This is an optimization exercise on Yosys and OpenROAD, whose aim is small area, not a production implementation. Where RTL was checked, it was by simulation tests only, not by an equivalence proof against the original. Power and IR drop assume default switching activity.

## run M
## wblsm_core
module wblsm_core (
    input  wire        clk,
    input  wire        rst,
    input  wire [31:0] prog_len,
    output wire [31:0] prog_addr,
    input  wire [31:0] prog_data,
    output wire [1:0]  status,
    output wire [2:0]  cause,
    output wire [31:0] result,
    output wire [4:0]  depth
);
    reg [4:0] ph;
    reg       init, halted;
    reg [1:0] status_q;
    reg [2:0] cause_q;
    reg [4:0] sp;
    reg [3:0] fp;
    reg [1:0] stage;
    reg [4:0] cur;           
    reg [4:0] nx;
    reg       eqT, eqR;
    reg [3:0] bt;            
    reg       c_q, ic_q;
    reg [31:0] D, Q, IP, R, B;
    reg        Rs;
    reg [32*14-1:0] L;       
    reg [32*8-1:0]  F;       
    reg [8*64-1:0]  M;       
    wire ph0 = (ph == 5'd0);
    wire ph1 = (ph == 5'd1);
    wire ph31 = (ph == 5'd31);
    wire run = ~init & ~halted;
    wire D0 = D[0];
    wire Q0 = Q[0];
    wire IP0 = IP[0];
    wire R0 = R[0];
    wire B0 = B[0];
    wire [13:0] Lo;
    wire [7:0]  Fo;
    wire [63:0] Mo;
    genvar g;
    generate
        for (g = 0; g < 14; g = g + 1) begin : lo
            assign Lo[g] = L[32*g];
        end
        for (g = 0; g < 8; g = g + 1) begin : fo
            assign Fo[g] = F[32*g];
        end
        for (g = 0; g < 64; g = g + 1) begin : mo
            assign Mo[g] = M[8*g];
        end
    endgenerate
    wire       V  = cur[4];
    wire [3:0] OP = cur[3:0];
    wire opLOAD  = V & (OP == 4'd0);
    wire opWRITE = V & (OP == 4'd1);
    wire opLC0   = V & (OP == 4'd2);
  ...
For scale: about 2500 cells after synthesis, roughly 1400 flip-flops, roughly 140 I/O pins, roughly 0.036 mm2 of cells after synthesis.
clock: 12.0 ns
lec_check: 0
cap_margin: 20
core_margin: 2
core_utilization: 50
cts_buf_list: sky130_fd_sc_hd__clkbuf_8
cts_cluster_diameter: 50
cts_cluster_size: 20
place_density: 0.6
slew_margin: 20
run.sh (not shown) runs the stock make flow with config.mk's settings and CLKGATE_MAP_FILE= SYNTH_SCRIPT=/design/flow/synth_recipe.tcl, a recipe that flattens the netlist after the stock synthesis.
Although it ran to completion, run M produced a layout that fails the final checks because of setup timing.
### run M -> run A
diff --git a/flow/config.mk b/flow/config.mk
--- a/flow/config.mk
+++ b/flow/config.mk
@@ -11,3 +11,3 @@
-export CTS_BUF_LIST = sky130_fd_sc_hd__clkbuf_8
-export CTS_CLUSTER_DIAMETER = 50
-export CTS_CLUSTER_SIZE = 20
+export CTS_BUF_LIST = sky130_fd_sc_hd__clkbuf_4
+export CTS_CLUSTER_DIAMETER = 30
+export CTS_CLUSTER_SIZE = 10
[summary]
Run A: all stages done; final checks FAILED (setup timing). Status: count of pins over their slew limit parity (run A, run M). Wire length delta (run A − run M): unfavourable. The worst endpoint data arrival time number comes out lower for run M vs run A. Overall power after layout ends up higher on run A. Routing usage on met3: run A > run M.
No functional check of the RTL was part of any run of this note.

## v22
wblsm_core, a different RTL version from the one above (not shown whole).
Size in the first run: roughly 2,300 cells after synthesis, ~1,400 flip-flops, about 0.035 mm² of cells after synthesis.
Settings: LEC_CHECK=0, CAP_MARGIN=20, CORE_MARGIN=2, CORE_UTILIZATION=65, CTS_BUF_LIST=sky130_fd_sc_hd__clkbuf_8, CTS_CLUSTER_DIAMETER=50, CTS_CLUSTER_SIZE=20, GPL_TIMING_DRIVEN=0, PLACE_DENSITY=0.75, SLEW_MARGIN=20; clock period 12.0 ns.
standard.sh (not shown) runs the stock make flow with config.mk's settings and CLKGATE_MAP_FILE= SYNTH_SCRIPT=/design/flow/synth_recipe.tcl, a recipe that flattens the netlist after the stock synthesis.
==> flow/flow/run.sh <==
#!/bin/bash
# The standard layout (the standard.sh, unchanged synthesis), with
# sky130_fd_sc_hd__buf_1 as the cell that buffers the ports.
set -euo pipefail
export BUFFER_PORTS_ARGS="-buffer_cell sky130_fd_sc_hd__buf_1"
bash standard.sh > standard.log 2>&1
v22 did not stop at any stage, and its layout met the timing, design-rule and antenna checks.
Inputs modified between v22 and v42:
- a change of PLACE_DENSITY from 0.75 to 0.8
- a change of CORE_UTILIZATION from 65 to 70
- a deleted GPL_TIMING_DRIVEN that had been 0
-- flow/flow/run.sh --
<<< v22, line 3
# sky130_fd_sc_hd__buf_1 as the cell that buffers the ports.
>>> v42, line 3
# sky130_fd_sc_hd__buf_1 as the port buffers and no dummy clock loads.
<<< v22, line 6
>>> v42, line 6
export CTS_ARGS="-sink_clustering_enable -repair_clock_nets -sink_clustering_size 20 -sink_clustering_max_diameter 50 -buf_list sky130_fd_sc_hd__clkbuf_8 -dont_use_dummy_load"
[summary]
Every run (v42 and v22) finished clean. v42 ended with less detailed-route via count than v22. Portion of total power attributed to the clock network down 3.1 points in v42 wrt v22. Taking v22 as 1.0, v42 lands at 2.9 on maximum number of pins on one net before global-route repair. v22 has a higher floorplan core area than v42. For the detailed-routed wire length on met2, v42 came in 900 µm higher than v22 did. Number of stages on the worst setup path down 2 in v42 wrt v22.
Changes in v16 relative to v42:
- a change of PLACE_DENSITY from 0.8 to 0.75
- a change of CORE_UTILIZATION from 70 to 65
-- flow/flow/run.sh --
<<< v42, line 6
export CTS_ARGS="-sink_clustering_enable -repair_clock_nets -sink_clustering_size 20 -sink_clustering_max_diameter 50 -buf_list sky130_fd_sc_hd__clkbuf_8 -dont_use_dummy_load"
>>> v16, line 6
export CTS_ARGS="-sink_clustering_enable -repair_clock_nets -sink_clustering_size 20 -sink_clustering_max_diameter 50 -buf_list {sky130_fd_sc_hd__clkbuf_4 sky130_fd_sc_hd__clkbuf_8} -dont_use_dummy_load"
## What came out
- v42 → v16: post-place instance area barely changed; final cell count went up 0.88%; final net count about even; floorplan row count up 3; routed wire length on met2 went down 10%.
- When v16 is set beside v42, its routed wire length turns out to be 4.6% smaller.
diff inputs: v16 => v58
==> flow/flow/run.sh <==
#!/bin/bash
# The standard layout (the standard.sh, unchanged synthesis), with
# sky130_fd_sc_hd__buf_1 as the cell that buffers the ports.
set -euo pipefail
export BUFFER_PORTS_ARGS="-buffer_cell sky130_fd_sc_hd__buf_1"
bash standard.sh > standard.log 2>&1
==> comparison <==
From v58 to v16, HPWL after detailed placement did not move at all.
Of v58 and v16, the higher endpoint arrival time on the critical path belongs to v16.
Summary of v58 over v16: number of endpoints with negative hold slack in the final report level, worst hold slack now larger, sum of routed wire length over all layers went up by about 0.8%, worst vdd rail ir drop saw little to no change.
Going from v16 to v58, static leakage saw an increase, global-route wire length before repair saw an increase, number of vias per cell after detailed routing saw a decrease, non-filler instance count after layout saw an increase, worst setup slack saw an increase.
Edits applied to the flow inputs when going from v58 to v29:
-- flow/flow/run.sh --
<<< v58, line 3
# sky130_fd_sc_hd__buf_1 as the cell that buffers the ports.
>>> v29, line 3
# sky130_fd_sc_hd__buf_1 as the port buffers and no dummy clock loads.
<<< v58, line 6
>>> v29, line 6
export CTS_ARGS="-sink_clustering_enable -repair_clock_nets -sink_clustering_size 22 -sink_clustering_max_diameter 45 -buf_list sky130_fd_sc_hd__clkbuf_8 -dont_use_dummy_load"
Notes after the runs:
Of v58 and v29, v29 shows the higher part of the total power dissipated in sequential elements, with v58 below it.
Summary of v29 over v58: number of sequential cells neither gained nor lost much, number of clock buffer instances in the layout picked up an extra 3.2%, worst hold-check slack lost 110 ps, power density normalized to cell area lost about 2.1%, proportion of cell area occupied by registers picked up an extra 0.70 points.
Comparing v29 against v58, there is no change at all in count of buffers not belonging to the clock network in the layout.
Delta (v29 minus v58): post-cts sizing count roughly the same, timing-limited maximum frequency lower, worst IR drop on VDD higher.

## afterwards: timing with drivers on the ports
No port has a modelled driver above. Below, the same layouts with a new extraction and two added sets of constraints.
Step 1 sets driving cells, clkbuf_16 on the clock port and buf_2 on the other inputs (assumed; they add their load-dependent delay and slew).
Step 2 moves the port delays by t, midway between the first and last clock arrival at a register: inputs arrive t later, outputs are due t later. That takes back most of the time a late clock gives input paths.
a / b / c = ideal ports / drivers / drivers and shift; a / b = the first two.
| run | t (ns) | setup slack, ns | hold slack, ns | worst data-port slew with drivers (ns) | pins driven straight from the clock port |
|---|---|---|---|---|---|
| run M | 0.766 | -1.572 / -1.572 / -1.572 | 0.300 / 0.300 / 0.300 | 0.07 | 1 |
| run A | 1.058 | -1.584 / -1.584 / -1.584 | 0.270 / 0.270 / 0.270 | 0.06 | 1 |
| v22 | 0.759 | 0.445 / 0.445 / 0.445 | 0.321 / 0.321 / 0.321 | 0.05 | 1 |
| v42 | 0.742 | 0.463 / 0.463 / 0.463 | 0.285 / 0.285 / 0.285 | 0.07 | 1 |
| v16 | 0.726 | 0.548 / 0.548 / 0.548 | 0.279 / 0.279 / 0.279 | 0.05 | 1 |
| v58 | 0.750 | 0.624 / 0.624 / 0.624 | 0.319 / 0.319 / 0.319 | 0.05 | 1 |
| v29 | 0.721 | 0.510 / 0.510 / 0.510 | 0.207 / 0.207 / 0.207 | 0.05 | 1 |
